From an optimization exercise on the open Yosys and OpenROAD flow, aimed at small area, a short achievable clock period and few clock cycles; shortcuts taken in it are not production practice.
The RTL was checked by simulation tests, not by an equivalence proof against the original design.
Power figures rest on the tool's default switching activity, not on a simulated workload.

--- design/flow/design.v ---
module felics_phased (
    input  wire [7:0] off,
    input  wire [7:0] dlt,
    output reg  [8:0] val,
    output reg  [3:0] len
);
    reg [8:0] n;
    reg [3:0] m;
    reg [8:0] pow;       
    reg [8:0] bn;        
    reg [8:0] an;        
    reg [8:0] vr;        
    reg [8:0] code;
    integer i;
    always @* begin
        n = {1'b0, dlt} + 9'd1;
        m = 4'd0;
        for (i = 0; i < 9; i = i + 1)
            if (n[i]) m = i[3:0];
        pow = 9'd1 << m;
        bn  = (pow << 1) - n;
        an  = n - bn;
        vr  = {1'b0, off} + (n - pow);
        if (vr >= n)
            vr = vr - n;
        if (vr < an) begin
            code = vr + {bn[7:0], 1'b0};
            len  = m + 4'd2;
            val  = code | (9'd1 << (m + 4'd1));
        end else begin
            code = vr - an;
            len  = m + 4'd1;
            val  = code | (9'd1 << m);
        end
    end
endmodule
module felics_ksel (
    input  wire [89:0] row,     
    output reg  [2:0]  k
);
    reg [5:0] win;
    integer i, j;
    always @* begin
        for (i = 0; i < 6; i = i + 1) begin
            win[i] = 1'b1;
            for (j = 0; j < 6; j = j + 1) begin
                if (j < i && !(row[15*i +: 15] <= row[15*j +: 15])) win[i] = 1'b0;
                if (j > i && !(row[15*i +: 15] <  row[15*j +: 15])) win[i] = 1'b0;
            end
        end
        k = 3'd0;
        for (i = 1; i < 6; i = i + 1)
            if (win[i]) k = i[2:0];
    end
endmodule
module felics_update (
    input  wire [89:0] row,
    input  wire [7:0]  v,
    output reg  [89:0] row_new
);
    reg [14:0] sum [0:5];
    reg        halve;
    integer i;
    always @* begin
        halve = 1'b1;
        for (i = 0; i < 6; i = i + 1) begin
            sum[i] = row[15*i +: 15] + {7'd0, v >> i} + 15'd1 + i[14:0];
            if (sum[i][14:10] == 5'd0) halve = 1'b0;
        end
        for (i = 0; i < 6; i = i + 1)
            row_new[15*i +: 15] = halve ? {1'b0, sum[i][14:1]} : sum[i];
    end
endmodule
module felics_enc (
    input  wire         clk,
    input  wire         rst,
    input  wire         start,
    input  wire [7:0]   width,       
    input  wire [15:0]  height,      
    output wire         idle,
    input  wire         pix_valid,
    input  wire [7:0]   pix_data,
    output wire         pix_ready,
    output wire         tbl_re,
    output wire [7:0]   tbl_raddr,
    input  wire [119:0] tbl_rdata,
    output wire         tbl_we,
    output wire [7:0]   tbl_waddr,
    output wire [119:0] tbl_wdata,
    output reg          out_valid,
    output reg  [7:0]   out_data
);
    localparam ST_IDLE = 2'd0;
    localparam ST_HDR  = 2'd1;
    localparam ST_RUN  = 2'd2;
    localparam DEPTH = 5;
    reg [1:0]  st;
    reg [7:0]  w_r;
    reg [15:0] h_r;
    reg [6:0]  wm1;          
    reg        w1, w2;       
    reg [3:0]  hcnt;
    assign idle = (st == ST_IDLE);
    reg [7:0]  lb [0:127];   
    reg [7:0]  prev;
    reg [6:0]  col, coln;    
    reg        row0;         
    reg [15:0] rows_left;    
    reg [1:0]  ncnt;         
    reg        done_in;
    reg [7:0]  l_pre, h_pre, d_pre;
    reg        ready_r;
    reg [8:0]  clr_ptr;
    reg [2:0]  occ;
    wire vnext  = (ncnt != 2'd2);
    wire ctx_ok = vnext | clr_ptr[8] | (d_pre < clr_ptr[7:0]);
    assign pix_ready = ready_r & ctx_ok;
    wire acc = pix_valid & pix_ready;
    wire lastcol = (col == wm1);
    wire nr0     = row0 & ~lastcol;
    wire [7:0] lbn = lb[coln];
    wire [7:0] nb_a = (nr0 | w1) ? pix_data : lbn;
    wire [7:0] nb_b = (nr0 | w1) ? prev :
                      ((coln == 7'd0) && !w2) ? lb[1] : pix_data;
    wire       a_lt = (nb_a < nb_b);
    wire [7:0] nl   = a_lt ? nb_a : nb_b;
    wire [7:0] nh   = a_lt ? nb_b : nb_a;
    wire [7:0] nd   = a_lt ? (nb_b - nb_a) : (nb_a - nb_b);
    always @(posedge clk) begin
        if (acc)
            lb[col] <= pix_data;
    end
    reg        s1_v, s1_verb, s1_last, s1_blw, s1_abv;
    reg [7:0]  s1_p, s1_d, s1_off, s1_oa;
    wire s1_out = s1_v & ~s1_verb & (s1_blw | s1_abv);
    assign tbl_re    = s1_out;
    assign tbl_raddr = s1_d;
    wire [8:0] ph_val;
    wire [3:0] ph_len;
    felics_phased u_phased (
        .off (s1_off),
        .dlt (s1_d),
        .val (ph_val),
        .len (ph_len)
    );
    reg        s2_v, s2_last;
    reg [1:0]  s2_kind;
    reg [8:0]  s2_val;
    reg [3:0]  s2_len;
    reg [7:0]  s2_d;
    reg        s3_v, s3_last;
    reg [1:0]  s3_kind;
    reg [8:0]  s3_val;
    reg [3:0]  s3_len;
    reg [7:0]  s3_d;
    reg [89:0] s3_row;
    reg        wb_v, wb2_v;
    reg [7:0]  wb_a, wb2_a;
    reg [89:0] wb_row, wb2_row;
    wire [89:0] s3_cur = (wb_v && wb_a == s3_d) ? wb_row : s3_row;
    wire [2:0]  k_sel;
    wire [89:0] row_new;
    felics_ksel u_ksel (
        .row (s3_cur),
        .k   (k_sel)
    );
    felics_update u_update (
        .row     (s3_cur),
        .v       (s3_val[7:0]),
        .row_new (row_new)
    );
    wire s3_out = s3_v & (s3_kind == 2'd2);
    wire clr_en = (st != ST_IDLE) & ~clr_ptr[8] & ~wb_v;
    assign tbl_we    = wb_v | clr_en;
    assign tbl_waddr = wb_v ? wb_a : clr_ptr[7:0];
    assign tbl_wdata = {30'd0, wb_v ? wb_row : 90'd0};
    reg [15:0] fq [0:DEPTH-1];
    reg [2:0]  f_rd, f_wr;
    reg [2:0]  f_cnt;
    wire [15:0] fh = fq[f_rd];
    wire        f_last = fh[15];
    wire [1:0]  f_kind = fh[14:13];
    wire [8:0]  f_val  = fh[12:4];
    wire [3:0]  f_len  = fh[3:0];
    always @(posedge clk) begin
        if (s3_v)
            fq[f_wr] <= {s3_last, s3_kind, s3_val, s3_out ? {1'b0, k_sel} : s3_len};
    end
    reg [23:0] pa;           
    reg [4:0]  pc;           
    reg        lng;          
    reg [7:0]  zr;           
    reg        fin;          
    wire [7:0] f_mag = f_val[7:0];
    wire [2:0] f_k   = f_len[2:0];
    wire [7:0] f_q   = f_mag >> f_k;
    wire [5:0] f_kmask = (6'd1 << f_k) - 6'd1;
    wire [5:0] f_tail  = (6'd1 << f_k) | ({1'b0, f_mag[4:0]} & f_kmask);
    wire [3:0] f_tl    = {1'b0, f_k} + 4'd1;
    wire [8:0] f_tot   = {1'b0, f_q} + {5'd0, f_tl} + 9'd2;    
    wire [8:0] f_rem   = {1'b0, zr} + {5'd0, f_tl};             
    wire [4:0] f_zn    = (zr >= 8'd16) ? 5'd16 : zr[4:0];          
    wire [3:0] f_z1    = (f_q >= 8'd14) ? 4'd14 : f_q[3:0];        
    reg [15:0] sym_v;
    reg [4:0]  sym_l;
    reg        sym_pop;      
    always @* begin
        sym_v   = 16'd0;
        sym_l   = 5'd0;
        sym_pop = 1'b1;
        if (f_kind != 2'd2) begin
            sym_v = {7'd0, f_val};
            sym_l = {1'b0, f_len};
        end else if (lng) begin
            if (f_rem <= 9'd16) begin
                sym_v = {10'd0, f_tail};
                sym_l = f_rem[4:0];
            end else begin
                sym_l   = f_zn;
                sym_pop = 1'b0;
            end
        end else if (f_tot <= 9'd16) begin
            sym_v = ({15'd0, f_val[8]} << (f_q[3:0] + f_tl)) | {10'd0, f_tail};
            sym_l = f_tot[4:0];
        end else begin
            sym_v   = {15'd0, f_val[8]} << f_z1;
            sym_l   = {1'b0, f_z1} + 5'd2;
            sym_pop = 1'b0;
        end
    end
    wire       run     = (st == ST_RUN);
    wire       p_out   = run & (pc >= 5'd8);
    wire [4:0] pc_aft  = p_out ? (pc - 5'd8) : pc;
    wire       p_app   = (f_cnt != 3'd0) & (pc_aft <= 5'd8);
    wire       pop     = p_app & sym_pop;
    wire [31:0] p_ext  = {pa, 8'd0} >> pc;
    wire       p_end   = run & fin & (pc <= 5'd8);
    reg [7:0] hdr_byte;
    always @* begin
        case (hcnt)
            4'd0:    hdr_byte = 8'h46;
            4'd1:    hdr_byte = 8'h4C;
            4'd2:    hdr_byte = 8'h43;
            4'd3:    hdr_byte = 8'h53;
            4'd9:    hdr_byte = w_r;
            4'd12:   hdr_byte = h_r[15:8];
            4'd13:   hdr_byte = h_r[7:0];
            default: hdr_byte = 8'h00;
        endcase
    end
    wire       done_nx = done_in | (acc & (rows_left == 16'd1) & lastcol);
    wire [2:0] occ_nx  = occ + {2'd0, acc} - {2'd0, pop};
    always @(posedge clk) begin
        if (acc) begin
            prev    <= pix_data;
            l_pre   <= nl;
            h_pre   <= nh;
            d_pre   <= nd;
            s1_verb <= vnext;
            s1_last <= (rows_left == 16'd1) & lastcol;
            s1_d    <= d_pre;
            s1_p    <= pix_data;
            s1_blw  <= (pix_data < l_pre);
            s1_abv  <= (pix_data > h_pre);
            s1_off  <= pix_data - l_pre;
            s1_oa   <= pix_data - h_pre - 8'd1;
        end
        s2_last <= s1_last;
        s2_d    <= s1_d;
        if (s1_verb) begin
            s2_kind <= 2'd0;
            s2_val  <= {1'b0, s1_p};
            s2_len  <= 4'd8;
        end else if (s1_blw | s1_abv) begin
            s2_kind <= 2'd2;
            s2_val  <= {s1_abv, s1_blw ? ~s1_off : s1_oa};
            s2_len  <= 4'd0;
        end else begin
            s2_kind <= 2'd1;
            s2_val  <= ph_val;
            s2_len  <= ph_len;
        end
        s3_last <= s2_last;
        s3_kind <= s2_kind;
        s3_val  <= s2_val;
        s3_len  <= s2_len;
        s3_d    <= s2_d;
        if (wb_v && wb_a == s2_d)
            s3_row <= wb_row;
        else if (wb2_v && wb2_a == s2_d)
            s3_row <= wb2_row;
        else
            s3_row <= tbl_rdata[89:0];
        wb_a    <= s3_d;
        wb_row  <= row_new;
        wb2_a   <= wb_a;
        wb2_row <= wb_row;
        if (rst) begin
            st        <= ST_IDLE;
            out_valid <= 1'b0;
            out_data  <= 8'd0;
            w_r       <= 8'd1;
            h_r       <= 16'd1;
            ready_r   <= 1'b0;
            done_in   <= 1'b0;
            clr_ptr   <= 9'd256;
            occ       <= 3'd0;
            s1_v      <= 1'b0;
            s2_v      <= 1'b0;
            s3_v      <= 1'b0;
            wb_v      <= 1'b0;
            wb2_v     <= 1'b0;
            f_rd      <= 3'd0;
            f_wr      <= 3'd0;
            f_cnt     <= 3'd0;
            pc        <= 5'd0;
            lng       <= 1'b0;
            fin       <= 1'b0;
        end else begin
            s1_v  <= acc;
            s2_v  <= s1_v;
            s3_v  <= s2_v;
            wb_v  <= s3_out;
            wb2_v <= wb_v;
            occ   <= occ_nx;
            done_in <= done_nx;
            ready_r <= (st != ST_IDLE) & ~done_nx & (occ_nx < DEPTH);
            if (clr_en)
                clr_ptr <= clr_ptr + 9'd1;
            if (s3_v)
                f_wr <= (f_wr == DEPTH - 1) ? 3'd0 : f_wr + 3'd1;
            if (pop)
                f_rd <= (f_rd == DEPTH - 1) ? 3'd0 : f_rd + 3'd1;
            f_cnt <= f_cnt + {2'd0, s3_v} - {2'd0, pop};
            if (acc) begin
                col <= coln;
                coln <= (coln == wm1) ? 7'd0 : coln + 7'd1;
                if (lastcol) begin
                    row0      <= 1'b0;
                    rows_left <= rows_left - 16'd1;
                end
                if (ncnt != 2'd2)
                    ncnt <= ncnt + 2'd1;
            end
            out_valid <= 1'b0;
            if (p_app) begin
                pa <= (pa << sym_l) | {8'd0, sym_v};
                pc <= pc_aft + sym_l;
                if (sym_pop) begin
                    lng <= 1'b0;
                    if (f_last)
                        fin <= 1'b1;
                end else begin
                    lng <= 1'b1;
                    zr  <= lng ? (zr - {3'd0, f_zn}) : (f_q - {4'd0, f_z1});
                end
            end else begin
                pc <= pc_aft;
            end
            if (p_out) begin
                out_valid <= 1'b1;
                out_data  <= p_ext[7:0];
            end
            case (st)
                ST_IDLE: begin
                    if (start) begin
                        st        <= ST_HDR;
                        w_r       <= width;
                        h_r       <= height;
                        wm1       <= width[6:0] - 7'd1;
                        w1        <= (width == 8'd1);
                        w2        <= (width == 8'd2);
                        hcnt      <= 4'd0;
                        col       <= 7'd0;
                        coln      <= (width == 8'd1) ? 7'd0 : 7'd1;
                        row0      <= 1'b1;
                        rows_left <= height;
                        ncnt      <= 2'd0;
                        done_in   <= 1'b0;
                        ready_r   <= 1'b1;
                        clr_ptr   <= 9'd0;
                        fin       <= 1'b0;
                        pc        <= 5'd0;
                    end
                end
                ST_HDR: begin
                    out_valid <= 1'b1;
                    out_data  <= hdr_byte;
                    hcnt      <= hcnt + 4'd1;
                    if (hcnt == 4'd13)
                        st <= ST_RUN;
                end
                default: begin
                    if (p_end) begin
                        if (pc != 5'd0) begin
                            out_valid <= 1'b1;
                            out_data  <= p_ext[7:0];
                        end
                        pc  <= 5'd0;
                        fin <= 1'b0;
                        st  <= ST_IDLE;
                    end
                end
            endcase
        end
    end
endmodule
--- design/flow/constraint.sdc ---
create_clock -name core_clock -period 20.0 [get_ports {clk}]
set_input_delay 4.0000 -clock core_clock [delete_from_list [all_inputs] [get_ports {clk}]]
set_output_delay 4.0000 -clock core_clock [all_outputs]
set_load 0.01 [all_outputs]
--- design/flow/run.sh ---
#!/bin/bash
# synth_recipe.tcl (not shown) runs the flow's synth.tcl, then flattens the netlist and writes it again
# the make line also repeats each setting of config.mk as NAME=value (left out here)
make -C /OpenROAD-flow-scripts/flow DESIGN_CONFIG=/design/flow/config.mk WORK_HOME=/design/flow/orfs CLKGATE_MAP_FILE= SYNTH_SCRIPT=/design/flow/synth_recipe.tcl finish
--- design/flow/config.mk ---
export PLATFORM = sky130hd
export DESIGN_NAME = felics_enc
export DESIGN_NICKNAME = felics_enc
export VERILOG_FILES = /design/flow/design.v
export SDC_FILE = /design/flow/constraint.sdc
export NUM_CORES = 4
export LEC_CHECK = 0
export CAP_MARGIN = 20
export CORE_MARGIN = 2
export CORE_UTILIZATION = 40
export PLACE_DENSITY = 0.6
export SLEW_MARGIN = 20
==> out/metrics.cfg, run 1 <==
[grt]
grt_util_all_layers_pct=20.8
grt_pass1_vias=50140
overflow=0
antenna_found_initial=3
grt_max_degree=181
grt_pass1_wl_mm=322

[floorplan]
core_mm2=0.200
initial_core_util_pct=40.3
die_area_mm2=0.205
die_y_um=453
io_pins=305
rows=164
die_w_um=453

[sta]
min_period_over_period_pct=49.3
setup_tns_ps=0
max-slew-margin-rel_pct=17.7
tightest_slew_ps=1240
skew_ps=58.7
fmax_mhz=101
hold_viol=0
drv_slew=0
finalCriticalPeriod_ps=9860
finalSetupViolations=0
rsz0062_at_grt=no

[pwr]
p_sw_share_pct=36.2
pwr-share-comb_pct=39.1
ir_drop_v=0.000196
p_int_uw=7800
netSwitchingPower_uw=4430
p_per_area_mw_per_mm2=133
sequentialPowerShare_pct=35.1
power_leakage_uw=0.0324
clock_power_share_pct=25.7

[placed_design]
port-buffer-count=244
dp_hpwl_mm=150
gp_congestion=0.910
dp_cells=8693

[yosys]
synth-edff-count=1242
ys_ff_latch=1656
synth.avg_cell_area_um2=13.5
synthCells=5954
yosysWarnings=5
synth_cell_types=101
async_flop_share_pct=0
synth_seq_area_share_pct=56.5
netlist_area_mm2=0.0806
yosys_most_used_dff=edfxtp_1

[cts]
clk_pin_slew_worst_paths_ps=60
insertion_delay_ps=840
post_cts_resized=0
cts_buffer_depth=3
post_cts_buffers=0
cts_made_buffers=174
ctsHoldBuffers=0
h-tree-depth=4
cts.sinks=1656
cts_root_buffer=clkbuf_16
cts_tree=done

[route]
viasPerCell=5.53
drt_wl_total_mm=216
vias=49854
routedWlPerCell_um=23.9
ant_nets=0
dr.pass1.iters=7
drtIter0Drc=4374
drc=0

[final_layout]
fin_cells=9018
drive_gt1_share_pct=13.5
nNetsFinal=6811
area_delta_synth_final_pct=13.7

[run_status]
status=timing/DRC/antenna clean

[hold_path]
holdPathStages=0
min_path_type=flip-flop to flip-flop

[setup_path]
critPathArrivalTime_ps=10560
r2r_cells=36
crit_path_frequent_cell=nor2_1
path_class=flip-flop to flip-flop
cp-end-kind=flip-flop
required_ps=20710
cp_max_fo=20
crit_slowest_cell=o21ai_0
critPathMaxStageDelay_ps=700
start_kind=flip-flop

[flow_run]
cap_violations=0

==> synthesized netlist by cell type, types with 49 or more instances <==
| cell type | number | area share, % |
|---|---|---|
| mux2_2 | 61 | 0.85 |
| nand2_1 | 260 | 1.2 |
| edfxtp_1 | 1242 | 46 |
| a21oi_1 | 336 | 2.1 |
| xor2_1 | 65 | 0.71 |
| xnor2_1 | 161 | 1.7 |
| mux2i_1 | 350 | 4.3 |
| buf_1 | 58 | 0.27 |
| ha_1 | 417 | 6.5 |
| a21o_1 | 98 | 0.91 |
| o21a_1 | 74 | 0.69 |
| and2_1 | 111 | 0.86 |
| nand3_1 | 68 | 0.42 |
| nor2b_1 | 61 | 0.47 |
| dfxtp_1 | 414 | 10 |
| inv_1 | 286 | 1.3 |
| mux4_2 | 362 | 10 |
| nor3_1 | 50 | 0.31 |
| nand2b_1 | 49 | 0.38 |
| clkbuf_1 | 167 | 0.78 |
| nor2_1 | 461 | 2.1 |
| o21ai_0 | 190 | 1.2 |
| nand4_1 | 69 | 0.54 |
==> per-layer routing <==
| layer | wire, um | global-route usage, % |
|---|---|---|
| met5 | 16 | 0 |
| met4 | 7170 | 6.94 |
| met3 | 11200 | 3.08 |
| met2 | 106000 | 35.1 |
| met1 | 91200 | 27.4 |
==> metrics by stage <==
stage	power (uW)	hold WS, ps	cell area [um^2]	utilization [%]	setup WS, ps
2_1_floorplan	7900	310	80700	-	11880
3_3_place_gp	9070	313	86100	43.0	10240
3_5_place_dp	9110	314	86100	43.0	10230
4_1_cts	12300	324	91600	45.8	10180
5_1_grt	12900	323	91600	45.8	9300
6_report	12200	318	91700	45.8	10140
==> worst paths after layout <==
kind / from / to / slack [ps]
worst min-delay path: s2_val[6]$_DFF_P_ / s3_val[6]$_DFF_P_ / 320
worst min register to register: s2_val[6]$_DFF_P_ / s3_val[6]$_DFF_P_ / 320
worst max register to register: s1_d[0]$_DFFE_PP_ / s2_val[6]$_DFF_P_ / 10140
worst max-delay path: s1_d[0]$_DFFE_PP_ / s2_val[6]$_DFF_P_ / 10140
==> worst max-delay path: cells and delay by family, from the launching register on <==
kind | cells | cell delay (ps)
compound gates | 12 | 3180
fa+ha+maj | 6 | 2430
simple gates | 14 | 2390
flops | 1 | 630
xor+xnor | 2 | 800
buf+inv | 2 | 270
==> cell families (layout without fill, tap and decap cells) <==
family,count (synthesis),after routing,synth area share (%)
flops,1656,1656,56.5
xor+xnor,228,228,2.50
fa+ha+maj,449,449,7.18
buf+inv,598,975,3.09
other cells,2,33,0.00932
mux,776,776,15.4
simple gates,1270,1270,7.56
compound gates,975,975,7.73
==> registers in the layout, summed over array words and instances (netlist names), 16 cells and up, named ones only <==
name       count
h_r           16
rows_left     16
pa            24
s3_row        90
wb2_row       90
wb_row        90
fq            80
lb          1024
==> power by group through the flow <==
stage | Sequential, uW | Combinational, uW | Clock, uW
2_1_floorplan | 4230 | 3660 | 0
3_3_place_gp | 4370 | 4710 | 0
3_5_place_dp | 4370 | 4740 | 0
4_1_cts | 4300 | 4770 | 3210
5_1_grt | 4330 | 5240 | 3340
6_report | 4300 | 4790 | 3150
==> cells in the final DEF, fill, tap and decap left out, types with 190 or more instances in the layout <==
cell type        Yosys  layout
nor2_1             461     461
mux4_2             362     362
clkdlybuf4s50_1      0     235
edfxtp_1          1242    1242
nand2_1            260     260
a21oi_1            336     335
dfxtp_1            414     409
mux2i_1            350     349
inv_1              286     285
o21ai_0            190     190
ha_1               417     417
==> layout make-up <==
| cell class | count | area [um^2] |
|---|---|---|
| multi-input combinational | 3730 | 32700 |
| antenna | 1 | 2.50 |
| timing repair buffer | 357 | 3300 |
| clock buffer | 223 | 4650 |
| clock inverter | 101 | 925 |
| sequential | 1656 | 45600 |
| fill | 17754 | 108000 |
| tap | 2656 | 3320 |
| inverter | 294 | 1110 |
Testbench counts, summed over its fixed seeds: cycles 42,430.
==> inputs of run 2 (changes only) <==
--- a/design/flow/design.v
+++ b/design/flow/design.v
@@ -101,7 +101,17 @@
     reg        w1, w2;       
+    reg        smw;        
+    reg [5:0]  mm1;          
     reg [3:0]  hcnt;
+    reg [5:0]  epoch;
+    reg        dirty;        
+    reg [8:0]  rf_left;      
+    reg [7:0]  rf_ptr;
     assign idle = (st == ST_IDLE);
-    reg [7:0]  lb [0:127];   
+    reg [7:0]  cb [0:8];     
+    reg [7:0]  ab [0:8];     
+    reg [2:0]  ab_v;
     reg [7:0]  prev;
     reg [6:0]  col, coln;    
+    reg [1:0]  cpos, npos;   
+    reg [1:0]  cslot, nslot; 
     reg        row0;         
@@ -112,14 +122,18 @@
     reg        ready_r;
-    reg [8:0]  clr_ptr;
     reg [2:0]  occ;
-    wire vnext  = (ncnt != 2'd2);
-    wire ctx_ok = vnext | clr_ptr[8] | (d_pre < clr_ptr[7:0]);
-    assign pix_ready = ready_r & ctx_ok;
+    wire vnext    = (ncnt != 2'd2);
+    wire lastcol  = (col == wm1);
+    wire last_pix = (rows_left == 16'd1) & lastcol;
+    wire ab_ok    = smw | last_pix | ab_v[nslot];
+    assign pix_ready = ready_r & ab_ok;
     wire acc = pix_valid & pix_ready;
-    wire lastcol = (col == wm1);
-    wire nr0     = row0 & ~lastcol;
-    wire [7:0] lbn = lb[coln];
+    wire [3:0] nidx = {nslot, 1'b0} + {2'd0, nslot} + {2'd0, npos};
+    wire [3:0] cidx = {cslot, 1'b0} + {2'd0, cslot} + {2'd0, cpos};
+    wire [3:0] n1idx = {nslot, 1'b0} + {2'd0, nslot} + 4'd1;
+    wire [7:0] lbn  = smw ? cb[nidx] : ab[nidx];
+    wire [7:0] lb1  = smw ? cb[1] : ab[n1idx];
+    wire nr0 = row0 & ~lastcol;
     wire [7:0] nb_a = (nr0 | w1) ? pix_data : lbn;
     wire [7:0] nb_b = (nr0 | w1) ? prev :
-                      ((coln == 7'd0) && !w2) ? lb[1] : pix_data;
+                      ((coln == 7'd0) && !w2) ? lb1 : pix_data;
     wire       a_lt = (nb_a < nb_b);
@@ -128,5 +142,8 @@
     wire [7:0] nd   = a_lt ? (nb_b - nb_a) : (nb_a - nb_b);
+    wire blk_done = acc & ((cpos == 2'd2) | lastcol);     
+    wire nblk_end = (npos == 2'd2) | (coln == wm1);        
+    wire [1:0] nslot_inc = (nslot == 2'd2) ? 2'd0 : nslot + 2'd1;
     always @(posedge clk) begin
         if (acc)
-            lb[col] <= pix_data;
+            cb[cidx] <= pix_data;
     end
@@ -135,4 +152,2 @@
     wire s1_out = s1_v & ~s1_verb & (s1_blw | s1_abv);
-    assign tbl_re    = s1_out;
-    assign tbl_raddr = s1_d;
     wire [8:0] ph_val;
@@ -145,2 +160,10 @@
     );
+    reg        running;      
+    reg [1:0]  ahead;        
+    reg [1:0]  g_slot;       
+    reg [5:0]  g_word;       
+    wire op_can   = running & ~smw & ~done_in & (ahead != 2'd3) & ~ab_v[g_slot];
+    wire op_issue = op_can & ~s1_out;
+    assign tbl_re    = s1_out | op_issue;
+    assign tbl_raddr = s1_out ? s1_d : {2'd0, g_word};
     reg        s2_v, s2_last;
@@ -149,3 +172,5 @@
     reg [3:0]  s2_len;
-    reg [7:0]  s2_d;
+    reg        c_v, c_line;
+    reg [7:0]  c_a;
+    reg [1:0]  c_slot;
     reg        s3_v, s3_last;
@@ -154,8 +179,10 @@
     reg [3:0]  s3_len;
-    reg [7:0]  s3_d;
-    reg [89:0] s3_row;
+    reg        m_v, m_line;
+    reg [7:0]  m_a;
+    reg [1:0]  m_slot;
+    reg [119:0] m_row;
     reg        wb_v, wb2_v;
     reg [7:0]  wb_a, wb2_a;
-    reg [89:0] wb_row, wb2_row;
-    wire [89:0] s3_cur = (wb_v && wb_a == s3_d) ? wb_row : s3_row;
+    reg [119:0] wb_row, wb2_row;
+    wire [119:0] m_cur = (wb_v && wb_a == m_a) ? wb_row : m_row;
     wire [2:0]  k_sel;
@@ -163,3 +190,3 @@
     felics_ksel u_ksel (
-        .row (s3_cur),
+        .row (m_cur[89:0]),
         .k   (k_sel)
@@ -167,3 +194,3 @@
     felics_update u_update (
-        .row     (s3_cur),
+        .row     (m_cur[89:0]),
         .v       (s3_val[7:0]),
@@ -171,7 +198,15 @@
     );
+    wire [3:0] m_base = {m_slot, 1'b0} + {2'd0, m_slot};
+    wire [119:0] m_new = m_line ?
+        {epoch, cb[m_base + 4'd2], cb[m_base + 4'd1], cb[m_base], m_cur[89:0]} :
+        {epoch, m_cur[113:90], row_new};
     wire s3_out = s3_v & (s3_kind == 2'd2);
-    wire clr_en = (st != ST_IDLE) & ~clr_ptr[8] & ~wb_v;
-    assign tbl_we    = wb_v | clr_en;
-    assign tbl_waddr = wb_v ? wb_a : clr_ptr[7:0];
-    assign tbl_wdata = {30'd0, wb_v ? wb_row : 90'd0};
+    wire rf_en  = (rf_left != 9'd0) & ~wb_v;
+    assign tbl_we    = wb_v | rf_en;
+    assign tbl_waddr = wb_v ? wb_a : rf_ptr;
+    assign tbl_wdata = wb_v ? wb_row : {epoch, 114'd0};
+    wire         rd_ok  = (tbl_rdata[119:114] == epoch);
+    wire [119:0] rd_row = {tbl_rdata[119:90], rd_ok ? tbl_rdata[89:0] : 90'd0};
+    wire [119:0] c_cap  = (wb_v && wb_a == c_a) ? wb_row :
+                          (wb2_v && wb2_a == c_a) ? wb2_row : rd_row;
     reg [15:0] fq [0:DEPTH-1];
@@ -201,4 +236,4 @@
     wire [8:0] f_rem   = {1'b0, zr} + {5'd0, f_tl};             
-    wire [4:0] f_zn    = (zr >= 8'd16) ? 5'd16 : zr[4:0];          
-    wire [3:0] f_z1    = (f_q >= 8'd14) ? 4'd14 : f_q[3:0];        
+    wire [4:0] f_zn    = (zr >= 8'd16) ? 5'd16 : zr[4:0];       
+    wire [3:0] f_z1    = (f_q >= 8'd14) ? 4'd14 : f_q[3:0];     
     reg [15:0] sym_v;
@@ -250,4 +285,7 @@
     end
-    wire       done_nx = done_in | (acc & (rows_left == 16'd1) & lastcol);
+    wire [15:0] nb_mul = ({8'd0, w_r} + 16'd2) * 16'd171;
+    wire [6:0]  nb_w   = nb_mul[15:9];
+    wire       done_nx = done_in | (acc & last_pix);
     wire [2:0] occ_nx  = occ + {2'd0, acc} - {2'd0, pop};
+    wire [8:0] rf_nx   = rf_left - {8'd0, rf_en};
     always @(posedge clk) begin
@@ -259,3 +297,3 @@
             s1_verb <= vnext;
-            s1_last <= (rows_left == 16'd1) & lastcol;
+            s1_last <= last_pix;
             s1_d    <= d_pre;
@@ -268,3 +306,2 @@
         s2_last <= s1_last;
-        s2_d    <= s1_d;
         if (s1_verb) begin
@@ -282,2 +319,5 @@
         end
+        c_line <= ~s1_out;
+        c_a    <= tbl_raddr;
+        c_slot <= g_slot;
         s3_last <= s2_last;
@@ -286,13 +326,16 @@
         s3_len  <= s2_len;
-        s3_d    <= s2_d;
-        if (wb_v && wb_a == s2_d)
-            s3_row <= wb_row;
-        else if (wb2_v && wb2_a == s2_d)
-            s3_row <= wb2_row;
-        else
-            s3_row <= tbl_rdata[89:0];
-        wb_a    <= s3_d;
-        wb_row  <= row_new;
+        m_line  <= c_line;
+        m_a     <= c_a;
+        m_slot  <= c_slot;
+        m_row   <= c_cap;
+        wb_a    <= m_a;
+        wb_row  <= m_new;
         wb2_a   <= wb_a;
         wb2_row <= wb_row;
+        if (m_v & m_line) begin
+            ab[m_base]        <= m_cur[97:90];
+            ab[m_base + 4'd1] <= m_cur[105:98];
+            ab[m_base + 4'd2] <= m_cur[113:106];
+        end
+        mm1 <= nb_w[5:0] - 6'd4;
         if (rst) begin
@@ -305,4 +348,10 @@
             done_in   <= 1'b0;
-            clr_ptr   <= 9'd256;
+            running   <= 1'b0;
+            dirty     <= 1'b1;
+            rf_left   <= 9'd0;
+            rf_ptr    <= 8'd0;
+            epoch     <= 6'd0;
             occ       <= 3'd0;
+            ab_v      <= 3'd0;
+            ahead     <= 2'd0;
             s1_v      <= 1'b0;
@@ -310,2 +359,4 @@
             s3_v      <= 1'b0;
+            c_v       <= 1'b0;
+            m_v       <= 1'b0;
             wb_v      <= 1'b0;
@@ -322,3 +373,5 @@
             s3_v  <= s2_v;
-            wb_v  <= s3_out;
+            c_v   <= tbl_re;
+            m_v   <= c_v;
+            wb_v  <= m_v;
             wb2_v <= wb_v;
@@ -326,5 +379,18 @@
             done_in <= done_nx;
-            ready_r <= (st != ST_IDLE) & ~done_nx & (occ_nx < DEPTH);
-            if (clr_en)
-                clr_ptr <= clr_ptr + 9'd1;
+            rf_left <= rf_nx;
+            if (rf_en)
+                rf_ptr <= rf_ptr + 8'd1;
+            if (rf_en && rf_nx == 9'd0)
+                dirty <= 1'b0;
+            running <= (st != ST_IDLE) & (rf_nx == 9'd0);
+            ready_r <= (st != ST_IDLE) & (rf_nx == 9'd0) & ~done_nx & (occ_nx < DEPTH);
+            ahead <= ahead + {1'b0, op_issue} - {1'b0, blk_done};
+            if (op_issue) begin
+                g_slot <= (g_slot == 2'd2) ? 2'd0 : g_slot + 2'd1;
+                g_word <= (g_word == mm1) ? 6'd0 : g_word + 6'd1;
+            end
+            if (m_v & m_line)
+                ab_v[m_slot] <= 1'b1;
+            if (acc & nblk_end & ~last_pix)
+                ab_v[nslot] <= 1'b0;
             if (s3_v)
@@ -335,4 +401,14 @@
             if (acc) begin
-                col <= coln;
-                coln <= (coln == wm1) ? 7'd0 : coln + 7'd1;
+                col   <= coln;
+                cpos  <= npos;
+                cslot <= nslot;
+                if (coln == wm1) begin
+                    coln  <= 7'd0;
+                    npos  <= 2'd0;
+                    nslot <= smw ? 2'd0 : nslot_inc;
+                end else begin
+                    coln  <= coln + 7'd1;
+                    npos  <= (npos == 2'd2) ? 2'd0 : npos + 2'd1;
+                    nslot <= (npos == 2'd2) ? nslot_inc : nslot;
+                end
                 if (lastcol) begin
@@ -372,5 +448,10 @@
                         w2        <= (width == 8'd2);
+                        smw     <= (width < 8'd10);
                         hcnt      <= 4'd0;
                         col       <= 7'd0;
+                        cpos      <= 2'd0;
+                        cslot     <= 2'd0;
                         coln      <= (width == 8'd1) ? 7'd0 : 7'd1;
+                        npos      <= (width == 8'd1) ? 2'd0 : 2'd1;
+                        nslot     <= 2'd0;
                         row0      <= 1'b1;
@@ -379,4 +460,10 @@
                         done_in   <= 1'b0;
-                        ready_r   <= 1'b1;
-                        clr_ptr   <= 9'd0;
+                        ready_r   <= 1'b0;
+                        running   <= 1'b0;
+                        rf_left   <= dirty ? 9'd256 : 9'd5;
+                        epoch     <= epoch + 6'd1;
+                        ab_v      <= 3'd0;
+                        ahead     <= 2'd0;
+                        g_slot    <= 2'd0;
+                        g_word    <= 6'd0;
                         fin       <= 1'b0;
==> run 2 against run 1 <==
Against the previous run:
- via count fell by 6.5%
- final cell count fell by 9.3%
- combinational power fell by 47%
- critical endpoint is now s2_val[7]$_DFF_P_
- still clean
==> out/metrics.cfg, run 2 <==
[run_status]
status=timing/DRC/antenna clean

[yosys]
yosysWarnings=5  ; unchanged
synthXorXnorAreaFrac_pct=3.89  ; +1.4 points
synth.top_cells.by_area=edfxtp_1 (20%), dfxtp_1 (18%), ha_1 (10%)
synth_cell_types=112  ; +11%
synth_top_cell_by_area=edfxtp_1
async_flop_share_pct=0  ; unchanged
synth.avg_cell_area_um2=9.61  ; -29%
synth_top_family_by_area=compound AO/OA/AOI/OAI gates
ys_ff_latch=899  ; -46%
synth.most_common_cell=nand2_1
yosys_most_used_dff=dfxtp_1
synth_top_area_share_pct=19.8  ; -27 points
synth.area.mux_share_pct=11.9  ; -3.5 points
synthAdderAreaFrac_pct=11.8  ; +4.6 points
ys_top_cells_by_count=nand2_1 (558), dfxtp_1 (520), ha_1 (475), a21oi_1 (462), edfxtp_1 (379)
synthSimpleGateAreaFrac_pct=14.0  ; +6.5 points
synth_compound_area_share_pct=16.1  ; +8.3 points
synth_seq_area_share_pct=37.8  ; -19 points
netlist_area_mm2=0.0576  ; -29%
synthCells=5991  ; +0.62%
synth-edff-count=379  ; -69%

[final_layout]
largest_reg_flops=120  ; -88%
fillers=13692  ; -23%
drive_gt1_share_pct=8.77  ; -4.8 points
area_delta_synth_final_pct=14.5
reg_top3=wb_row: 120 flops, m_row: 114 flops, wb2_row: 114 flops
final-seq-area_mm2=0.0218  ; -52%
nNetsFinal=6859  ; +0.70%
multi_input_area_mm2=0.0334  ; +1.9%
fin_area_mm2=0.0660  ; -28%
final_common_cell=nand2_1
layout_common_cells=nand2_1 (558), dfxtp_1 (517), ha_1 (473)
fin_cells=8175  ; -9.3%
largest-register=wb_row

[grt]
grt_max_degree=109  ; -40%
grt_pass1_wl_mm=277  ; -14%
grt_pass1_vias=45211  ; -9.8%
grt_util_all_layers_pct=24.2  ; +3.4 points
overflow=0  ; unchanged
antenna_found_initial=6  ; +3

[setup_path]
start_kind=flip-flop
required_ps=20610  ; -100 ps
cp-end-kind=flip-flop
cp_max_fo=19  ; -5.0%
r2r_cells=35  ; -2.8%
path_class=flip-flop to flip-flop
critPathArrivalTime_ps=10510  ; -50 ps
critPathMaxStageDelay_ps=730  ; +30 ps
crit_path_frequent_cell=ha_1
crit_slowest_cell=nor2_1
r2r_slack_ps=10100  ; -40 ps

[placed_design]
port-buffer-count=304  ; +25%
dp_hpwl_mm=137  ; -9.0%
gp_congestion=0.979  ; +7.6%
placed_cell_area_mm2=0.0625  ; -27%
dp_cells=7984  ; -8.2%

[route]
drtIter0Drc=4101  ; -6.2%
dr.pass1.iters=6  ; -1
routedWlPerCell_um=22.3  ; -6.8%
drt_wl_total_mm=182  ; -16%
viasPerCell=5.70  ; +3.2%
drc=0  ; unchanged
ant_nets=0  ; unchanged
vias=46620  ; -6.5%

[pwr]
p_total_uw=6640  ; -46%
clock_power_share_pct=28.6  ; +2.9 points
ir_drop_v=0.0000994  ; -49%
sequentialPowerShare_pct=33.2  ; -1.9 points
power_leakage_uw=0.0264  ; -18%
p_sw_share_pct=36.9  ; +0.63 points
p_per_area_mw_per_mm2=101  ; -25%
pwr-share-comb_pct=38.2  ; -0.9 points
p_int_uw=4190  ; -46%
netSwitchingPower_uw=2450  ; -45%

[floorplan]
die_y_um=383  ; -15%
initial_core_util_pct=40.2  ; -0.098 points
die_w_um=383  ; -15%
rows=139  ; -15%
die_area_mm2=0.147  ; -28%
io_pins=305  ; unchanged
core_mm2=0.143  ; -28%

[cts]
cts_tree=done
h-tree-depth=3  ; -1
post_cts_buffers=0  ; unchanged
ctsHoldBuffers=0  ; unchanged
insertion_delay_ps=750  ; -90 ps
cts_made_buffers=101  ; -42%
cts_root_buffer=clkbuf_16
cts_buffer_depth=3  ; unchanged
clk_pin_slew_worst_paths_ps=60  ; about the same
cts.sinks=899  ; -46%
post_cts_resized=0  ; unchanged

[sta]
tightest_slew_ps=1140  ; -97.1 ps
max-slew-margin-rel_pct=22.0  ; +4.3 points
fmax_mhz=101  ; -0.42%
skew_ps=43.8  ; -14.9 ps
min_period_over_period_pct=49.5  ; +0.21 points
drv_slew=0  ; unchanged
finalSetupViolations=0  ; unchanged
setup_tns_ps=0  ; unchanged
rsz0062_at_grt=no
hold_slack_ps=319  ; +1.49 ps
finalCriticalPeriod_ps=9900  ; +41.9 ps
hold_viol=0  ; unchanged

[hold_path]
min_path_type=flip-flop to flip-flop
holdPathStages=0  ; unchanged

[flow_run]
cap_violations=0  ; unchanged

[run 2: worst max-delay path: cells and delay by family, from the launching register on]
kind / cells / cell delay, ps
compound gates: 15 / 3120
xor+xnor: 2 / 330
fa+ha+maj: 6 / 2270
buf+inv: 4 / 740
flops: 1 / 610
mux: 1 / 450
simple gates: 7 / 2270
[run 2: worst paths after layout]
| kind | from | endpoint |
|---|---|---|
| worst min-delay path | s2_val[0]$_DFF_P_ | s3_val[0]$_DFF_P_ |
| worst max register to register | s1_d[0]$_DFFE_PP_ | s2_val[7]$_DFF_P_ |
| worst min register to register | s2_val[0]$_DFF_P_ | s3_val[0]$_DFF_P_ |
| worst max-delay path | s1_d[0]$_DFFE_PP_ | s2_val[7]$_DFF_P_ |
[run 2: logic make-up after synthesis]
family / after synthesis
and+or+nand+nor: 1660
adders and majority gates: 519
muxes: 537
buffers and inverters: 647
DFF: 899
xor gates and xnor gates: 253
other: 1
AOI/OAI and AO/OA: 1475
[run 2: final cells by class]
type	instances	area share, %
Multi-Input combinational cell	4446	50.6
Clock buffer	142	4.40
Timing Repair Buffer	393	5.63
Antenna cell	1	0.00379
Clock inverter	46	0.749
Inverter	345	1.97
Tap cell	1903	3.61
Sequential cell	899	33.0
[run 2: through the flow]
stage	util (%)	setup slack [ps]
final	46.0	10100
after global routing	46.0	9300
after CTS	46.0	10180
after detailed placement	43.6	10210
after global placement	43.6	10230
after floorplan	-	11850
[run 2: power groups by stage]
stage | Sequential (uW) | Clock (uW) | Combinational [uW]
2_1_floorplan | 2180 | 0 | 1910
3_3_place_gp | 2240 | 0 | 2480
3_5_place_dp | 2240 | 0 | 2490
4_1_cts | 2200 | 1930 | 2510
5_1_grt | 2220 | 2000 | 2780
6_report | 2210 | 1900 | 2540
[run 2: layer usage]
metal,GRT usage (%),part of all wire [%]
met1,33.4,45
met2,38.4,45
met3,3.59,6.7
met4,8.85,3.7
met5,0,0.016
Testbench counts of run 2, summed over its fixed seeds: cycles 47,855.
==> inputs of run 3 (changes only) <==
--- a/design/flow/design.v
+++ b/design/flow/design.v
@@ -3,15 +3,9 @@
     input  wire [7:0] dlt,
-    output reg  [8:0] val,
-    output reg  [3:0] len
+    output wire [8:0] c,
+    output wire [3:0] len
 );
-    reg [8:0] n;
-    reg [3:0] m;
-    reg [8:0] pow;       
-    reg [8:0] bn;        
-    reg [8:0] an;        
-    reg [8:0] vr;        
-    reg [8:0] code;
+    wire [8:0] n = {1'b0, dlt} + 9'd1;
+    reg  [3:0] m;
     integer i;
     always @* begin
-        n = {1'b0, dlt} + 9'd1;
         m = 4'd0;
@@ -19,18 +13,14 @@
             if (n[i]) m = i[3:0];
-        pow = 9'd1 << m;
-        bn  = (pow << 1) - n;
-        an  = n - bn;
-        vr  = {1'b0, off} + (n - pow);
-        if (vr >= n)
-            vr = vr - n;
-        if (vr < an) begin
-            code = vr + {bn[7:0], 1'b0};
-            len  = m + 4'd2;
-            val  = code | (9'd1 << (m + 4'd1));
-        end else begin
-            code = vr - an;
-            len  = m + 4'd1;
-            val  = code | (9'd1 << m);
-        end
     end
+    wire [9:0] p   = 10'd1 << m;
+    wire [8:0] np  = n & ~p[8:0];
+    wire       ge_p  = ({2'b00, off} >= p);
+    wire       ge_np = ({1'b0, off} >= np);
+    wire [9:0] p5  = (p << 2) + p;
+    wire [9:0] c1  = p5 - {n, 1'b0};
+    wire [9:0] c2  = (p << 1) - {1'b0, n};
+    wire [9:0] c3  = p5 - {1'b0, n};
+    wire [9:0] cs  = ge_p ? c1 : ge_np ? c2 : c3;
+    assign c = cs[8:0];
+    assign len = (ge_np & ~ge_p) ? (m + 4'd1) : (m + 4'd2);
 endmodule
@@ -120,3 +110,6 @@
     reg        done_in;
-    reg [7:0]  l_pre, h_pre, d_pre;
+    reg [7:0]  a_r, b_r;     
+    reg [3:0]  dhi_r;        
+    reg        lastc_r;      
+    reg        last_r;       
     reg        ready_r;
@@ -124,6 +117,7 @@
     wire vnext    = (ncnt != 2'd2);
-    wire lastcol  = (col == wm1);
-    wire last_pix = (rows_left == 16'd1) & lastcol;
+    wire lastcol  = lastc_r;
+    wire last_pix = last_r;
     wire ab_ok    = smw | last_pix | ab_v[nslot];
-    assign pix_ready = ready_r & ab_ok;
+    wire ctx_ok   = vnext | ~dirty | (dhi_r < rf_ptr[7:4]);
+    assign pix_ready = ready_r & ab_ok & ctx_ok;
     wire acc = pix_valid & pix_ready;
@@ -138,6 +132,8 @@
                       ((coln == 7'd0) && !w2) ? lb1 : pix_data;
-    wire       a_lt = (nb_a < nb_b);
-    wire [7:0] nl   = a_lt ? nb_a : nb_b;
-    wire [7:0] nh   = a_lt ? nb_b : nb_a;
-    wire [7:0] nd   = a_lt ? (nb_b - nb_a) : (nb_a - nb_b);
+    wire [3:0] ndh  = (nb_a[7:4] < nb_b[7:4]) ? (nb_b[7:4] - nb_a[7:4]) : (nb_a[7:4] - nb_b[7:4]);
+    wire       a_lt  = (a_r < b_r);
+    wire [7:0] l_pre = a_lt ? a_r : b_r;
+    wire [7:0] h_pre = a_lt ? b_r : a_r;
+    wire [7:0] d_pre = a_lt ? (b_r - a_r) : (a_r - b_r);
+    wire       rows1 = lastcol ? (rows_left == 16'd2) : (rows_left == 16'd1);
     wire blk_done = acc & ((cpos == 2'd2) | lastcol);     
@@ -146,3 +142,3 @@
     always @(posedge clk) begin
-        if (acc)
+        if (pix_ready)
             cb[cidx] <= pix_data;
@@ -152,3 +148,3 @@
     wire s1_out = s1_v & ~s1_verb & (s1_blw | s1_abv);
-    wire [8:0] ph_val;
+    wire [8:0] ph_c;
     wire [3:0] ph_len;
@@ -157,3 +153,3 @@
         .dlt (s1_d),
-        .val (ph_val),
+        .c   (ph_c),
         .len (ph_len)
@@ -171,2 +167,3 @@
     reg [8:0]  s2_val;
+    reg [8:0]  s2_c;         
     reg [3:0]  s2_len;
@@ -183,2 +180,3 @@
     reg [119:0] m_row;
+    reg        m_tok;        
     reg        wb_v, wb2_v;
@@ -186,3 +184,5 @@
     reg [119:0] wb_row, wb2_row;
-    wire [119:0] m_cur = (wb_v && wb_a == m_a) ? wb_row : m_row;
+    reg          m_hit;      
+    wire [119:0] m_cur = m_hit ? wb_row : m_row;
+    wire [89:0]  m_cnt = (m_hit | m_tok) ? m_cur[89:0] : 90'd0;
     wire [2:0]  k_sel;
@@ -190,3 +190,3 @@
     felics_ksel u_ksel (
-        .row (m_cur[89:0]),
+        .row (m_cnt),
         .k   (k_sel)
@@ -194,3 +194,3 @@
     felics_update u_update (
-        .row     (m_cur[89:0]),
+        .row     (m_cnt),
         .v       (s3_val[7:0]),
@@ -200,3 +200,3 @@
     wire [119:0] m_new = m_line ?
-        {epoch, cb[m_base + 4'd2], cb[m_base + 4'd1], cb[m_base], m_cur[89:0]} :
+        {epoch, cb[m_base + 4'd2], cb[m_base + 4'd1], cb[m_base], m_cnt} :
         {epoch, m_cur[113:90], row_new};
@@ -207,6 +207,5 @@
     assign tbl_wdata = wb_v ? wb_row : {epoch, 114'd0};
-    wire         rd_ok  = (tbl_rdata[119:114] == epoch);
-    wire [119:0] rd_row = {tbl_rdata[119:90], rd_ok ? tbl_rdata[89:0] : 90'd0};
-    wire [119:0] c_cap  = (wb_v && wb_a == c_a) ? wb_row :
-                          (wb2_v && wb2_a == c_a) ? wb2_row : rd_row;
+    reg          c_hit1, c_hit2;
+    wire [119:0] c_cap  = c_hit1 ? wb_row : c_hit2 ? wb2_row : tbl_rdata;
+    wire         c_tok  = c_hit1 | c_hit2 | (tbl_rdata[119:114] == epoch);
     reg [15:0] fq [0:DEPTH-1];
@@ -228,2 +227,6 @@
     reg        fin;          
+    reg        ch_v;         
+    reg [15:0] ch_val;
+    reg [4:0]  ch_len;
+    reg        ch_last;
     wire [7:0] f_mag = f_val[7:0];
@@ -268,3 +271,4 @@
     wire [4:0] pc_aft  = p_out ? (pc - 5'd8) : pc;
-    wire       p_app   = (f_cnt != 3'd0) & (pc_aft <= 5'd8);
+    wire       ch_take = ch_v & (pc_aft <= 5'd8);
+    wire       p_app   = (f_cnt != 3'd0) & (~ch_v | ch_take);
     wire       pop     = p_app & sym_pop;
@@ -293,14 +297,16 @@
             prev    <= pix_data;
-            l_pre   <= nl;
-            h_pre   <= nh;
-            d_pre   <= nd;
-            s1_verb <= vnext;
-            s1_last <= last_pix;
-            s1_d    <= d_pre;
-            s1_p    <= pix_data;
-            s1_blw  <= (pix_data < l_pre);
-            s1_abv  <= (pix_data > h_pre);
-            s1_off  <= pix_data - l_pre;
-            s1_oa   <= pix_data - h_pre - 8'd1;
+            a_r     <= nb_a;
+            b_r     <= nb_b;
+            dhi_r   <= ndh;
+            lastc_r <= (coln == wm1);
+            last_r  <= (coln == wm1) & rows1;
         end
+        s1_verb <= vnext;
+        s1_last <= last_pix;
+        s1_d    <= d_pre;
+        s1_p    <= pix_data;
+        s1_blw  <= (pix_data < l_pre);
+        s1_abv  <= (pix_data > h_pre);
+        s1_off  <= pix_data - l_pre;
+        s1_oa   <= pix_data - h_pre - 8'd1;
         s2_last <= s1_last;
@@ -316,3 +322,3 @@
             s2_kind <= 2'd1;
-            s2_val  <= ph_val;
+            s2_val  <= {1'b0, s1_off};
             s2_len  <= ph_len;
@@ -324,3 +330,4 @@
         s3_kind <= s2_kind;
-        s3_val  <= s2_val;
+        s3_val  <= (s2_kind == 2'd1) ? (s2_val + s2_c) : s2_val;
+        s2_c    <= ph_c;
         s3_len  <= s2_len;
@@ -330,2 +337,6 @@
         m_row   <= c_cap;
+        m_hit   <= m_v && (m_a == c_a);
+        c_hit1  <= m_v && (m_a == tbl_raddr);
+        c_hit2  <= wb_v && (wb_a == tbl_raddr);
+        m_tok   <= c_tok;
         wb_a    <= m_a;
@@ -350,3 +361,3 @@
             dirty     <= 1'b1;
-            rf_left   <= 9'd0;
+            rf_left   <= 9'd256;
             rf_ptr    <= 8'd0;
@@ -369,2 +380,3 @@
             fin       <= 1'b0;
+            ch_v      <= 1'b0;
         end else begin
@@ -384,4 +396,5 @@
                 dirty <= 1'b0;
-            running <= (st != ST_IDLE) & (rf_nx == 9'd0);
-            ready_r <= (st != ST_IDLE) & (rf_nx == 9'd0) & ~done_nx & (occ_nx < DEPTH);
+            running <= (st != ST_IDLE) & ((rf_nx == 9'd0) | (dirty & (rf_ptr[7:6] != 2'd0)));
+            ready_r <= (st != ST_IDLE) & ((rf_nx == 9'd0) | (dirty & (rf_ptr[7:6] != 2'd0))) &
+                       ~done_nx & (occ_nx < DEPTH);
             ahead <= ahead + {1'b0, op_issue} - {1'b0, blk_done};
@@ -421,9 +434,17 @@
             out_valid <= 1'b0;
+            if (ch_take) begin
+                pa <= (pa << ch_len) | {8'd0, ch_val};
+                pc <= pc_aft + ch_len;
+                if (ch_last)
+                    fin <= 1'b1;
+            end else begin
+                pc <= pc_aft;
+            end
             if (p_app) begin
-                pa <= (pa << sym_l) | {8'd0, sym_v};
-                pc <= pc_aft + sym_l;
+                ch_v    <= 1'b1;
+                ch_val  <= sym_v;
+                ch_len  <= sym_l;
+                ch_last <= sym_pop & f_last;
                 if (sym_pop) begin
                     lng <= 1'b0;
-                    if (f_last)
-                        fin <= 1'b1;
                 end else begin
@@ -432,4 +453,4 @@
                 end
-            end else begin
-                pc <= pc_aft;
+            end else if (ch_take) begin
+                ch_v <= 1'b0;
             end
@@ -446,2 +467,4 @@
                         wm1       <= width[6:0] - 7'd1;
+                        lastc_r   <= (width == 8'd1);
+                        last_r    <= (width == 8'd1) & (height == 16'd1);
                         w1        <= (width == 8'd1);
@@ -462,3 +485,4 @@
                         running   <= 1'b0;
-                        rf_left   <= dirty ? 9'd256 : 9'd5;
+                        if (!dirty)
+                            rf_left <= 9'd5;
                         epoch     <= epoch + 6'd1;
==> run 3 against run 2 <==
Against the previous run:
- worst hold slack worse by 1.6 ps
- final cell count down 1.6%
- sequential share of layout area grew 0.92 points
- synthesized area fell by 1.3%
- maximum frequency grew 32%
- critical path type is now flip-flop to primary output
- largest power group is now registers
==> out/metrics.cfg, run 3 <==
[run_status]
status=timing/DRC/antenna clean

[yosys]
async_flop_share_pct=0  ; unchanged
synth_compound_area_share_pct=16.2  ; +0.10 points
synth_seq_area_share_pct=39.0  ; +1.1 points
synth-edff-count=362  ; -4.5%
synth.avg_cell_area_um2=9.69  ; +0.79%
yosysWarnings=5  ; unchanged
netlist_area_mm2=0.0568  ; -1.3%
ys_ff_latch=925  ; +2.9%
yosys_most_used_dff=dfxtp_1
synth_top_cell_by_area=dfxtp_1
synth.top_cells.by_area=dfxtp_1 (20%), edfxtp_1 (19%), ha_1 (11%)
synthXorXnorAreaFrac_pct=3.67  ; -0.22 points
synth_top_family_by_area=compound AO/OA/AOI/OAI gates
synth.most_common_cell=nand2_1
synthCells=5865  ; -2.1%
synth_cell_types=94  ; -16%
synthSimpleGateAreaFrac_pct=13.2  ; -0.80 points
synthAdderAreaFrac_pct=12.2  ; +0.41 points
ys_top_cells_by_count=nand2_1 (564), dfxtp_1 (563), ha_1 (492), o21ai_0 (418), a21oi_1 (392)
synth.area.mux_share_pct=11.5  ; -0.33 points
synth_top_area_share_pct=19.8  ; +0.072 points

[final_layout]
final_common_cell=nand2_1
largest_reg_flops=120  ; unchanged
fin_area_mm2=0.0652  ; -1.1%
largest-register=wb_row
drive_gt1_share_pct=8.44  ; -0.33 points
fin_cells=8043  ; -1.6%
layout_common_cells=nand2_1 (564), dfxtp_1 (556), ha_1 (490)
reg_top3=wb_row: 120 flops, m_row: 114 flops, wb2_row: 114 flops
nNetsFinal=6753  ; -1.5%
area_delta_synth_final_pct=14.8

[setup_path]
path_class=flip-flop to primary output
path_cells=nor2_1 -> nor2_1 -> and2_1 -> inv_2 -> mux2i_1 -> inv_1 -> clkdlybuf4s50_1
critPathMaxStageDelay_ps=580  ; -150 ps
crit_slowest_cell=nor2_1
critPathArrivalTime_ps=3520  ; -6990 ps
cp_max_fo=11  ; -8
cp-end-kind=primary output
crit_path_frequent_cell=nor2_1
start_kind=flip-flop
required_ps=16000  ; -4610 ps

[sta]
max-slew-margin-rel_pct=19.2  ; -2.7 points
finalCriticalPeriod_ps=7520  ; -2380 ps
setup_tns_ps=0  ; unchanged
hold_viol=0  ; unchanged
skew_ps=27.4  ; -16.4 ps
min_period_over_period_pct=37.6  ; -12 points
drv_slew=0  ; unchanged
tightest_slew_ps=1180  ; +39.5 ps
fmax_mhz=133  ; +32%
finalSetupViolations=0  ; unchanged
rsz0062_at_grt=no
hold_slack_ps=317  ; -1.55 ps

[cts]
cts.sinks=925  ; +2.9%
cts_buffer_depth=3  ; unchanged
insertion_delay_ps=710  ; -40 ps
cts_root_buffer=clkbuf_16
post_cts_buffers=0  ; unchanged
cts_made_buffers=100  ; -0.99%
cts_tree=done
ctsHoldBuffers=0  ; unchanged
post_cts_resized=0  ; unchanged
clk_pin_slew_worst_paths_ps=60  ; about the same
h-tree-depth=3  ; unchanged

[floorplan]
rows=138  ; -0.72%
io_pins=305  ; unchanged
die_area_mm2=0.145  ; -1.3%
die_w_um=381  ; -0.66%
die_y_um=381  ; -0.66%
initial_core_util_pct=40.2  ; +0.046 points
core_mm2=0.141  ; -1.4%

[hold_path]
min_path_type=flip-flop to flip-flop

[pwr]
power_leakage_uw=0.0261  ; -1.3%
p_per_area_mw_per_mm2=90.3  ; -10%
ir_drop_v=0.0000633  ; -36%

[route]
routedWlPerCell_um=22.2  ; -0.63%
drt_wl_total_mm=178  ; -2.2%
viasPerCell=5.66  ; -0.71%
drtIter0Drc=4084  ; -0.41%
dr.pass1.iters=6  ; unchanged
vias=45542  ; -2.3%
ant_nets=0  ; unchanged
drc=0  ; unchanged

[grt]
grt_util_all_layers_pct=23.9  ; -0.29 points
overflow=0  ; unchanged
grt_pass1_wl_mm=271  ; -2.3%
grt_max_degree=99  ; -9.2%
antenna_found_initial=6  ; unchanged
grt_pass1_vias=43667  ; -3.4%

[placed_design]
dp_cells=7853  ; -1.6%
port-buffer-count=304  ; unchanged
placed_cell_area_mm2=0.0619  ; -1.1%
gp_congestion=0.919  ; -6.1%
dp_hpwl_mm=131  ; -3.8%

[flow_run]
cap_violations=0  ; unchanged

[run 3: worst paths after layout]
path / depth (start not counted) / startpoint / end / slack (ps)
hold reg to reg: 0 / s2_len[2]$_SDFF_PP0_ / s3_len[2]$_DFF_P_ / 320
setup reg to reg: 18 / m_hit$_DFF_P_ / wb_row[20]$_DFF_P_ / 12550
hold / removal: 0 / s2_len[2]$_SDFF_PP0_ / s3_len[2]$_DFF_P_ / 320
setup / recovery: 7 / s1_blw$_DFF_P_ / tbl_raddr[1] / 12480
[run 3: final cells by class]
class,count,area [um^2]
antenna,1,2.50
multi-input combinational,4327,32400
sequential,925,22200
timing repair buffer,395,3740
fill,13387,76000
clock inverter,40,370
clock buffer,148,2980
inverter,317,1190
tap,1890,2360
[run 3: critical path, delay by kind of cell, from the launching register on]
family                 cells  cell delay [ps]
muxes                      1              450
and+or+nand+nor            3             1010
buffers and inverters      3              970
DFF                        1              390
[run 3: cell families after synthesis]
group	after synthesis
muxes	496
DFF	925
xor gates and xnor gates	238
and+or+nand+nor	1583
buffers and inverters	614
AOI/OAI and AO/OA	1476
other	1
adders and majority gates	532
[run 3: metal layers]
layer / vias to the layer above / wire length, um / part of all wire (%) / track usage, %
met2: 1560 / 77800 / 44 / 36.7
met4: 4 / 4260 / 2.4 / 6.41
li1: 21769 / - / - / -
met1: 21965 / 84000 / 47 / 35.0
met3: 244 / 12300 / 6.9 / 3.40
met5: - / 26 / 0.015 / 0
[run 3: power by group]
part / switching (uW) / internal (uW) / total, uW
clock network: 803 / 1080 / 1880
logic: 1030 / 730 / 1760
registers: 131 / 2120 / 2250
[run 3: stage by stage]
step / power, uW / setup slack [ps] / utilization (%)
detailed placement: 4030 / 12680 / 43.8
global placement: 4020 / 12800 / 43.8
global route: 6200 / 12160 / 46.2
finish: 5890 / 12480 / 46.2
CTS: 5920 / 12500 / 46.2
floorplan: 3520 / 13520 / -
Testbench counts of run 3, summed over its fixed seeds: cycles 46,330.

separate check: timing with driven ports:
The flow's constraints put no driver on any port. The routed layouts listed below were extracted and timed again, unchanged, in two steps.
Step 1: set_driving_cell puts a clkbuf_16 on clk and a buf_2 on each other input, an assumption about the parent block.
Step 2, shift: input delay + t, output delay - t, t = (earliest + latest rising clock arrival at the registers) / 2. This alone moves slack from input paths to output paths.
a / b / c = ideal ports / drivers / drivers and shift; a / b = the first two.
run | shift t [ns] | slack for setup (ns) | worst slew at a driven data input, ns
run 1 | 0.889 | 10.143 / 10.143 / 10.143 | 0.08
run 2 | 0.806 | 10.101 / 10.101 / 10.101 | 0.08
run 3 | 0.768 | 12.481 / 12.406 / 12.546 | 0.13
After both steps setup and hold are still met in every run listed.
